What follows belongs to an exercise in optimizing a design on an open flow for small area, a short achievable clock period and few clock cycles per item; a production flow would make more cautious choices.
At most, simulation tests tie the RTL to the original design; equivalence was not proved.
Power is estimated from default activity; no workload was simulated.

== sierra ==
## dsk_encoder
module dsk_encoder (
    input  wire         clk,
    input  wire         rst,
    input  wire         in_valid,
    output wire         in_ready,
    input  wire         in_sign,       
    input  wire [1:0]   in_class,      
    input  wire [31:0]  in_exp,        
    input  wire [5:0]   in_dcnt,       
    input  wire [143:0] in_digits,     
    output reg          out_valid,
    input  wire         out_ready,
    output wire [183:0] out_key,       
    output wire [4:0]   out_klen,      
    output wire [7:0]   out_cur,       
    output wire [2:0]   out_status,    
    output wire [4:0]   out_detail     
);
    localparam integer DMAX = 36;
    localparam integer NGRP = DMAX / 3;
    localparam [2:0] PC_FIN   = 3'd0;    
    localparam [2:0] PC_BADCL = 3'd1;
    localparam [2:0] PC_NAN   = 3'd2;
    localparam [2:0] PC_INF   = 3'd3;
    localparam [2:0] PC_BADN  = 3'd4;
    localparam [2:0] PC_BADD  = 3'd5;
    localparam [2:0] PC_ZERO  = 3'd6;
    localparam [2:0] PC_LEAD  = 3'd7;
    integer i;
    wire [5:0] n = in_dcnt;
    wire [DMAX-1:0] vm = ~({DMAX{1'b1}} << n);    
    reg  [3:0] dm [0:DMAX-1];     
    reg [DMAX-1:0] nz;            
    reg [DMAX-1:0] bd;            
    always @* begin
        for (i = 0; i < DMAX; i = i + 1) begin
            dm[i] = vm[i] ? in_digits[4*i +: 4] : 4'd0;
            nz[i] = |dm[i];
            bd[i] = dm[i][3] & (dm[i][2] | dm[i][1]);
        end
    end
    wire bad_dcnt  = (n == 6'd0) || (n > DMAX);
    wire bad_digit = |bd;
    wire all_zero  = ~|nz;
    wire lead_zero = ~|in_digits[3:0];
    reg [NGRP-1:0] gnz, low;
    reg [3:0]      ngroups;       
    reg            trail_zero;    
    reg            lastg;
    always @* begin
        for (i = 0; i < NGRP; i = i + 1)
            gnz[i] = nz[3*i] | nz[3*i+1] | nz[3*i+2];
        for (i = 0; i < NGRP; i = i + 1)
            low[i] = (i == NGRP - 1) ? 1'b0 : |(gnz & ~((12'd1 << (i + 1)) - 12'd1));
        ngroups    = 4'd0;
        trail_zero = 1'b0;
        for (i = 0; i < NGRP; i = i + 1) begin
            lastg = vm[3*i] & ((i == NGRP - 1) ? 1'b1 : ~vm[3*i+3]);
            if (lastg) begin
                ngroups    = ngroups | (i + 1);
                trail_zero = trail_zero | ~gnz[i];
            end
        end
    end
  ...
export LEC_CHECK = 0
export CAP_MARGIN = 20
export CORE_MARGIN = 2
export CORE_UTILIZATION = 40
export PLACE_DENSITY = 0.6
export SLEW_MARGIN = 20
create_clock -name core_clock -period 16.0 [get_ports {clk}]
standard.sh (not shown) runs the stock make flow with config.mk's settings and CLKGATE_MAP_FILE= SYNTH_SCRIPT=/design/flow/synth_recipe.tcl, a recipe that flattens the netlist after the stock synthesis.
==> flow/flow/run.sh <==
#!/bin/bash
# The standard layout, with plain buffers on the ports instead of the
# default (a delay cell), and timing repair asked for a setup margin so that
# the achieved period, not only the 16 ns clock, is worked on. Each tool's
# output goes to the ORFS logs under orfs/logs; the make output goes to
# flow.log here.
set -euo pipefail
export BUFFER_PORTS_ARGS="-buffer_cell sky130_fd_sc_hd__buf_2"
export SETUP_SLACK_MARGIN=9.3
bash standard.sh > flow.log 2>&1
Testbench counts of sierra, summed over its fixed seeds: cycles 16,016, items 16,000.
For zinc, these inputs were changed with respect to sierra:
==> flow/flow/run.sh <==
#!/bin/bash
# The standard layout, with plain buffers on the ports instead of the
# default (a delay cell). Each tool's output goes to the ORFS logs under
# orfs/logs; the make output goes to flow.log here.
set -euo pipefail
export BUFFER_PORTS_ARGS="-buffer_cell sky130_fd_sc_hd__buf_2"
bash standard.sh > flow.log 2>&1
Results
zinc ended up with sky130_fd_sc_hd__buf_4 as its slowest stage cell on the critical path; sierra ended up with sky130_fd_sc_hd__buf_6. Compared with sierra, zinc shows delay of the slowest cell on the worst path higher by 0.73 ns. Diff sierra..zinc | overall overflow remaining after global route | unchanged. Going from sierra to zinc, cell area shrank slightly. Sort sierra and zinc by post-CTS setup repair buffer count desc -> top: sierra. Of sierra and zinc, the run reporting the lower routed length on met2 was zinc. zinc against sierra: maximum frequency moved down; via total after detailed routing -213; total wire length lower. Taking sierra as the reference, in zinc total power essentially unchanged; setup slack decreased 0.36 ns; register fraction of the total cell area increased 0.40 points. Of the two values seen for launch point of the critical path, out_ready was produced by sierra and r_sb[1] by zinc.


Another version of the RTL of dsk_encoder (not shown whole).
Size: ~370 flip-flops, ~400 I/O pins.
==> flow/config.mk <==
export PLATFORM = sky130hd
export DESIGN_NAME = dsk_encoder
export DESIGN_NICKNAME = dsk_encoder
export VERILOG_FILES = /design/flow/design.v
export SDC_FILE = /design/flow/constraint.sdc
export NUM_CORES = 4
export LEC_CHECK = 0
export CAP_MARGIN = 20
export CORE_MARGIN = 2
export CORE_UTILIZATION = 40
export CTS_BUF_LIST = sky130_fd_sc_hd__clkbuf_8
export CTS_CLUSTER_SIZE = 30
export PLACE_DENSITY = 0.6
export SLEW_MARGIN = 20
export TNS_END_PERCENT = 10
==> flow/constraint.sdc <==
create_clock -name core_clock -period 16.0 [get_ports {clk}]
set_input_delay 3.2000 -clock core_clock [delete_from_list [all_inputs] [get_ports {clk}]]
set_output_delay 3.2000 -clock core_clock [all_outputs]
set_load 0.01 [all_outputs]
==> flow/flow/run.sh <==
#!/bin/bash
# The standard layout (bash standard.sh: ORFS synthesis through finish), with
# two changes to how it is made:
#  - the ports get plain buf_1 cells as their buffers instead of the default
#    delay cell, which is large and slow; repair upsizes them where needed;
#  - timing repair is given a setup margin, so that it works on the paths
#    that set the achieved period and not only on the 16 ns clock.
# The clock, the SDC and every other setting are the design's. ORFS writes
# each tool's full log under orfs/logs; the make output goes to flow.log here.
set -euo pipefail
export BUFFER_PORTS_ARGS="-buffer_cell sky130_fd_sc_hd__buf_1"
export SETUP_SLACK_MARGIN=9.3
bash standard.sh > flow.log 2>&1
The starting point completed without violations.
Testbench counts at the start, summed over its fixed seeds: cycles 16,016, items 16,000.
==> next run, changes <==
--- a/flow/flow/run.sh
+++ b/flow/flow/run.sh
@@ -10,4 +10,4 @@
 set -euo pipefail
 export BUFFER_PORTS_ARGS="-buffer_cell sky130_fd_sc_hd__buf_1"
-export SETUP_SLACK_MARGIN=9.3
+export SETUP_SLACK_MARGIN=9.4
 bash standard.sh > flow.log 2>&1
--- a/flow/config.mk
+++ b/flow/config.mk
@@ -13,3 +13,2 @@
 export PLACE_DENSITY = 0.6
 export SLEW_MARGIN = 20
-export TNS_END_PERCENT = 10
Effect:
- total power is higher by 1.2%
- clock skew is lower by 0.018 ns
- routed wire length is higher by 0.80%
- maximum frequency is higher by 1.4%
- sequential power barely changes
- synthesized cell count does not change
- first-iteration DRC count is lower by 7.4%
- register-to-register slack improved by 0.06 ns
- flip-flop and latch count does not change
- setup slack improved by 0.098 ns
==> next run, changes <==
--- a/flow/flow/run.sh
+++ b/flow/flow/run.sh
@@ -10,4 +10,4 @@
 set -euo pipefail
 export BUFFER_PORTS_ARGS="-buffer_cell sky130_fd_sc_hd__buf_1"
-export SETUP_SLACK_MARGIN=9.4
+export SETUP_SLACK_MARGIN=9.3
 bash standard.sh > flow.log 2>&1
Setup slack gets worse by 0.028 ns.
Power decreases by 1.1%.
Die area is unchanged.
Register-to-register slack gets worse by 0.09 ns.
Worst hold slack gets worse by 0.0055 ns.
Synthesized area is unchanged.
Wire length decreases by 0.77%.
Via count does not change.
Global-route usage decreases by 0.16 points.
Final area decreases by 0.42%.


Setup of v6:
The RTL this note starts from:
==> flow/design.v <==
module dsk_encoder (
    input  wire         clk,
    input  wire         rst,
    input  wire         in_valid,
    output wire         in_ready,
    input  wire         in_sign,       
    input  wire [1:0]   in_class,      
    input  wire [31:0]  in_exp,        
    input  wire [5:0]   in_dcnt,       
    input  wire [143:0] in_digits,     
    output reg          out_valid,
    input  wire         out_ready,
    output wire [183:0] out_key,       
    output wire [4:0]   out_klen,      
    output wire [7:0]   out_cur,       
    output wire [2:0]   out_status,    
    output wire [4:0]   out_detail     
);
    localparam integer DMAX = 36;
    localparam integer NGRP = DMAX / 3;
    localparam [2:0] PC_FIN   = 3'd0;    
    localparam [2:0] PC_BADCL = 3'd1;
    localparam [2:0] PC_NAN   = 3'd2;
    localparam [2:0] PC_INF   = 3'd3;
    localparam [2:0] PC_BADN  = 3'd4;
    localparam [2:0] PC_BADD  = 3'd5;
    localparam [2:0] PC_ZERO  = 3'd6;
    localparam [2:0] PC_LEAD  = 3'd7;
    integer i;
    wire [5:0] n = in_dcnt;
    wire [DMAX-1:0] vm = ~({DMAX{1'b1}} << n) | {{(DMAX-1){1'b0}}, 1'b1};
    reg  [3:0] dm [0:DMAX-1];     
    reg [DMAX-1:0] nz;            
    reg [DMAX-1:0] bd;            
    always @* begin
        for (i = 0; i < DMAX; i = i + 1) begin
            dm[i] = vm[i] ? in_digits[4*i +: 4] : 4'd0;
            nz[i] = |dm[i];
            bd[i] = dm[i][3] & (dm[i][2] | dm[i][1]);
        end
    end
    wire bad_dcnt  = (n == 6'd0) || (n > DMAX);
    wire bad_digit = |bd;
    wire all_zero  = ~|nz;
    wire lead_zero = ~|in_digits[3:0];
    reg [NGRP-1:0] gnz, low;
    reg [3:0]      ngroups;       
    reg            trail_zero;    
    reg            lastg;
    always @* begin
        for (i = 0; i < NGRP; i = i + 1)
            gnz[i] = nz[3*i] | nz[3*i+1] | nz[3*i+2];
        for (i = 0; i < NGRP; i = i + 1)
            low[i] = (i == NGRP - 1) ? 1'b0 : |(gnz & ~((12'd1 << (i + 1)) - 12'd1));
        ngroups    = 4'd0;
        trail_zero = 1'b0;
        for (i = 0; i < NGRP; i = i + 1) begin
            lastg = vm[3*i] & ((i == NGRP - 1) ? 1'b1 : ~vm[3*i+3]);
            if (lastg) begin
                ngroups    = ngroups | (i + 1);
                trail_zero = trail_zero | ~gnz[i];
            end
        end
    end
    reg [3:0] cd [0:DMAX-1];
    reg       comp;
    reg [3:0] lowg;
    always @* begin
        lowg = 4'd15;
        for (i = 0; i < NGRP; i = i + 1)
            if (in_sign & gnz[i] & ~low[i]) lowg = lowg & i;
        for (i = 0; i < DMAX; i = i + 1) begin
            comp  = in_sign & (gnz[i/3] | low[i/3]);
            cd[i] = {comp ? ~(dm[i][3] | dm[i][2] | dm[i][1]) : dm[i][3],
                     dm[i][2] ^ (comp & dm[i][1]), dm[i][1], dm[i][0] ^ comp};
        end
    end
    wire [5:0]  nm1 = n - 6'd1;
    wire [33:0] adj = {{2{in_exp[31]}}, in_exp} + {28'd0, nm1};
    wire        exp_oor = ($signed(adj) > 34'sd999999999) || ($signed(adj) < -34'sd999999999);
    reg [2:0] pc;
    always @* begin
        if (in_class == 2'd3)      pc = PC_BADCL;
        else if (in_class == 2'd2) pc = PC_NAN;
        else if (in_class == 2'd1) pc = PC_INF;
        else if (bad_dcnt)         pc = PC_BADN;
        else if (bad_digit)        pc = PC_BADD;
        else if (all_zero)         pc = PC_ZERO;
        else if (lead_zero)        pc = PC_LEAD;
        else                       pc = PC_FIN;
    end
    reg         v1;
    reg [143:0] q_cd;
    reg [3:0]   q_lowg;
    reg [29:0]  q_adj;            
    reg         q_neg;
    reg         q_oor;
    reg [2:0]   q_pc;
    reg         q_tz;
    reg [3:0]   q_g;
    reg         q_sign;
    reg  free;
    wire en2 = out_ready | ~out_valid;
    assign in_ready = out_ready | free;
    wire ld1 = in_valid & in_ready;
    wire v1_n = in_ready ? in_valid : v1;
    wire ov_n = en2 ? v1 : out_valid;
    always @(posedge clk) begin
        if (rst) begin
            v1        <= 1'b0;
            out_valid <= 1'b0;
            free      <= 1'b1;
        end else begin
            v1        <= v1_n;
            out_valid <= ov_n;
            free      <= ~(v1_n & ov_n);
        end
    end
    always @(posedge clk) begin
        if (ld1) begin
            for (i = 0; i < DMAX; i = i + 1)
                q_cd[4*i +: 4] <= cd[i];
            q_lowg <= lowg;
            q_adj  <= adj[29:0];
            q_neg  <= adj[33];
            q_oor  <= exp_oor;
            q_pc   <= pc;
            q_tz   <= trail_zero;
            q_g    <= ngroups;
            q_sign <= in_sign;
        end
    end
    function [1:0] fa(input x, input y, input z);
        fa = {(x & y) | (x & z) | (y & z), x ^ y ^ z};
    endfunction
    function [1:0] ha(input x, input y);
        ha = {x & y, x ^ y};
    endfunction
    function [9:0] declet(input [3:0] a, input [3:0] b, input [3:0] c, input ci);
        reg [6:0] t;
        reg [9:0] v;
        reg [1:0] r, q;
        reg       k, p;
        begin
            t[0] = b[0];
            r = ha(a[0], b[1]);           t[1] = r[0]; k = r[1];
            r = fa(a[1], b[2], k);        t[2] = r[0]; k = r[1];
            r = fa(a[0], a[2], b[3] | k); t[3] = r[0]; k = r[1];    
            r = ha(a[1] | a[3], k);       t[4] = r[0]; k = r[1];    
            r = ha(a[2], k);              t[5] = r[0]; k = r[1];
            t[6] = a[3] | k;                                       
            r = ha(c[0], ci);             v[0] = r[0]; k = r[1];
            r = fa(t[0], c[1], k);        v[1] = r[0]; k = r[1];
            r = fa(t[1], c[2], k);        v[2] = r[0]; k = r[1];
            r = fa(t[0], t[2], c[3]);     p = r[1]; q = ha(r[0], k); v[3] = q[0]; k = q[1];
            r = fa(t[1], t[3], p);        p = r[1]; q = ha(r[0], k); v[4] = q[0]; k = q[1];
            r = fa(t[2], t[4], p);        p = r[1]; q = ha(r[0], k); v[5] = q[0]; k = q[1];
            r = fa(t[3], t[5], p);        p = r[1]; q = ha(r[0], k); v[6] = q[0]; k = q[1];
            r = fa(t[4], t[6], p);        p = r[1]; q = ha(r[0], k); v[7] = q[0]; k = q[1];
            r = fa(t[5], p, k);           v[8] = r[0]; k = r[1];
            v[9] = t[6] | k;                                       
            declet = v;
        end
    endfunction
    reg [119:0] sig;              
    always @* begin
        for (i = 0; i < NGRP; i = i + 1)
            sig[119 - 10*i -: 10] = declet(q_cd[12*i +: 4], q_cd[12*i+4 +: 4], q_cd[12*i+8 +: 4],
                                           q_lowg == i);
    end
    wire        adj_neg = q_neg;
    wire [29:0] ep      = (q_adj ^ {30{adj_neg}}) + {28'd0, 1'b1, adj_neg};
    wire        tbit    = q_sign ? adj_neg : ~adj_neg;
    reg [4:0]  lz;
    reg [29:0] epx;               
    reg [29:0] above;             
    always @* begin
        lz = 5'd0;
        for (i = 29; i >= 0; i = i - 1) begin
            above[i] = (i == 29) ? 1'b0 : |(ep & ~((30'd1 << (i + 1)) - 30'd1));
            epx[i]   = ep[i] ^ ~above[i];
            if (!above[i] && ep[i]) lz = lz | (29 - i);
        end
    end
    reg [2:0] hdr;
    reg       fault, fin, spec;
    reg [2:0] det;
    always @* begin
        hdr   = 3'b000;
        fault = 1'b0;
        fin   = 1'b0;
        det   = 3'd0;
        case (q_pc)
            PC_BADCL: begin fault = 1'b1; det = 3'd0; end
            PC_NAN:   hdr = 3'b111;
            PC_INF:   hdr = {~q_sign, ~q_sign, 1'b0};
            PC_BADN:  begin fault = 1'b1; det = 3'd1; end
            PC_BADD:  begin fault = 1'b1; det = 3'd2; end
            PC_ZERO:  hdr = {~q_sign, q_sign, 1'b0};
            PC_LEAD:  begin fault = 1'b1; det = 3'd3; end
            default:
                if (q_oor) begin
                    fault = 1'b1; det = 3'd4;
                end else if (q_tz) begin
                    fault = 1'b1; det = 3'd5;
                end else begin
                    fin = 1'b1;
                    hdr = {~q_sign, 2'b00};
                end
        endcase
        spec = ~fault & ~fin;
    end
    wire [6:0] cur_h = {2'd0, ~lz} + {1'b0, q_g, 2'b00} + {3'd0, q_g};
    wire [7:1] cur_d = fin ? cur_h : {4'd0, spec, 2'd0};
    reg         r_t;
    reg [29:0]  r_ex;
    reg [119:0] r_sig;
    reg [3:0]   r_sa, r_sb;       
    reg [1:0]   r_sc;             
    reg [7:1]   r_cur;
    reg [2:0]   r_hdr;
    reg         r_fault;
    reg [2:0]   r_det;
    always @(posedge clk) begin
        if (en2) begin
            r_t     <= tbit;
            r_ex    <= epx ^ {30{~tbit}};
            r_sig   <= sig;
            r_sa    <= 4'b0001 << lz[1:0];
            r_sb    <= 4'b0001 << lz[3:2];
            r_sc    <= {fin & lz[4], fin & ~lz[4]};
            r_cur   <= cur_d;
            r_hdr   <= hdr;
            r_fault <= fault;
            r_det   <= det;
        end
    end
    wire [181:0] f0 = {{32{r_t}}, r_ex, r_sig};
    wire [181:0] f1 = ({182{r_sc[0]}} & f0) | ({182{r_sc[1]}} & (f0 << 32));
    wire [181:0] f2 = ({182{r_sb[0]}} & f1)         | ({182{r_sb[1]}} & (f1 << 8))
                    | ({182{r_sb[2]}} & (f1 << 16)) | ({182{r_sb[3]}} & (f1 << 24));
    wire [181:0] fsh = ({182{r_sa[0]}} & f2)        | ({182{r_sa[1]}} & (f2 << 2))
                    | ({182{r_sa[2]}} & (f2 << 4))  | ({182{r_sa[3]}} & (f2 << 6));
    wire [7:0]   cur = {r_cur, 1'b0};
    assign out_key    = {r_hdr, fsh[178:0], 2'b00};
    assign out_cur    = cur;
    assign out_klen   = cur[7:3] + {4'd0, |cur[2:1]};
    assign out_status = {1'b0, r_fault, 1'b0};
    assign out_detail = {r_fault, 1'b0, r_det};
endmodule
==> flow/config.mk <==
export PLATFORM = sky130hd
export DESIGN_NAME = dsk_encoder
export DESIGN_NICKNAME = dsk_encoder
export VERILOG_FILES = /design/flow/design.v
export SDC_FILE = /design/flow/constraint.sdc
export NUM_CORES = 4
export LEC_CHECK = 0
export CAP_MARGIN = 20
export CORE_MARGIN = 2
export CORE_UTILIZATION = 40
export PLACE_DENSITY = 0.6
export SLEW_MARGIN = 20
==> flow/constraint.sdc <==
create_clock -name core_clock -period 16.0 [get_ports {clk}]
set_input_delay 3.2000 -clock core_clock [delete_from_list [all_inputs] [get_ports {clk}]]
set_output_delay 3.2000 -clock core_clock [all_outputs]
set_load 0.01 [all_outputs]
==> flow/flow/run.sh <==
#!/bin/bash
# The standard layout (bash standard.sh: ORFS synthesis through finish), with
# two changes to how it is made:
#  - the ports get plain buf_1 cells as their buffers instead of the default
#    delay cell, which is large and slow; repair upsizes them where needed;
#  - timing repair is given a setup margin, so that it works on the paths
#    that set the achieved period and not only on the 16 ns clock.
# The clock, the SDC and every other setting are the design's. ORFS writes
# each tool's full log under orfs/logs; the make output goes to flow.log here.
set -euo pipefail
export BUFFER_PORTS_ARGS="-buffer_cell sky130_fd_sc_hd__buf_1"
export SETUP_SLACK_MARGIN=9.2
bash standard.sh > flow.log 2>&1
In summary, v6 completed successfully, with a layout that passed the timing, design-rule and antenna checks.
What v7 does differently from v6 at the input level:
# v6
export LEC_CHECK = 0
export CAP_MARGIN = 20
export CORE_MARGIN = 2
export CORE_UTILIZATION = 40
export PLACE_DENSITY = 0.6
export SLEW_MARGIN = 20
create_clock -name core_clock -period 16.0 [get_ports {clk}]
# v7
export LEC_CHECK = 0
export CAP_MARGIN = 20
export CORE_MARGIN = 2
export CORE_UTILIZATION = 40
export CTS_BUF_LIST = sky130_fd_sc_hd__clkbuf_8
export CTS_CLUSTER_SIZE = 30
export PLACE_DENSITY = 0.6
export SLEW_MARGIN = 20
create_clock -name core_clock -period 16.0 [get_ports {clk}]
Notes after the runs:
On portion of total power attributed to combinational logic: between v6 and v7, it ends up lower for v6.
Compared with v6, v7 shows a higher number of nets at the end of the flow.
Across both runs, clock insertion delay at the later pin of the skew report was higher for v7 than for v6.
No run of this note included a check of the RTL's function; only the layout flow was run.

re-timing with driven ports:
The results above use ideal ports. As a check the final layouts listed here were re-extracted and re-timed, cells and wires unchanged. Step 1, drivers: a clkbuf_16 drives clk and a buf_2 each remaining input, both assumed. Step 2 moves the port delays by t, midway between the first and last clock arrival at a register: inputs arrive t later, outputs are due t later. That takes back most of the time a late clock gives input paths. Slacks: ideal ports / drivers / drivers and shift; pairs: ideal ports / drivers.
| run | shift t [ns] | setup slack, ns | latest minus earliest clock arrival (ns) | slew at the worst register clock pin (ns) |
|---|---|---|---|---|
| sierra | 0.612 | 9.184 / 9.153 / 8.841 | 0.019 / 0.020 | 0.07 / 0.07 |
| zinc | 0.618 | 8.826 / 8.766 / 8.265 | 0.030 / 0.030 | 0.07 / 0.07 |
| the first run of note 2 | 0.692 | 9.160 / 9.140 / 8.873 | 0.068 / 0.068 | 0.07 / 0.07 |
| the second run of note 2 | 0.700 | 9.257 / 9.226 / 8.961 | 0.050 / 0.050 | 0.07 / 0.07 |
| the third run of note 2 | 0.693 | 9.229 / 9.191 / 8.835 | 0.068 / 0.068 | 0.07 / 0.07 |
| v6 | 0.597 | 9.229 / 9.189 / 8.708 | 0.024 / 0.023 | 0.07 / 0.07 |
| v7 | 0.706 | 9.229 / 9.189 / 8.647 | 0.043 / 0.042 | 0.08 / 0.08 |
After both steps setup and hold are still met in every run listed. The setup slack of v7, which loses most, moves by -0.040 ns with the drivers and by -0.582 ns with both steps.
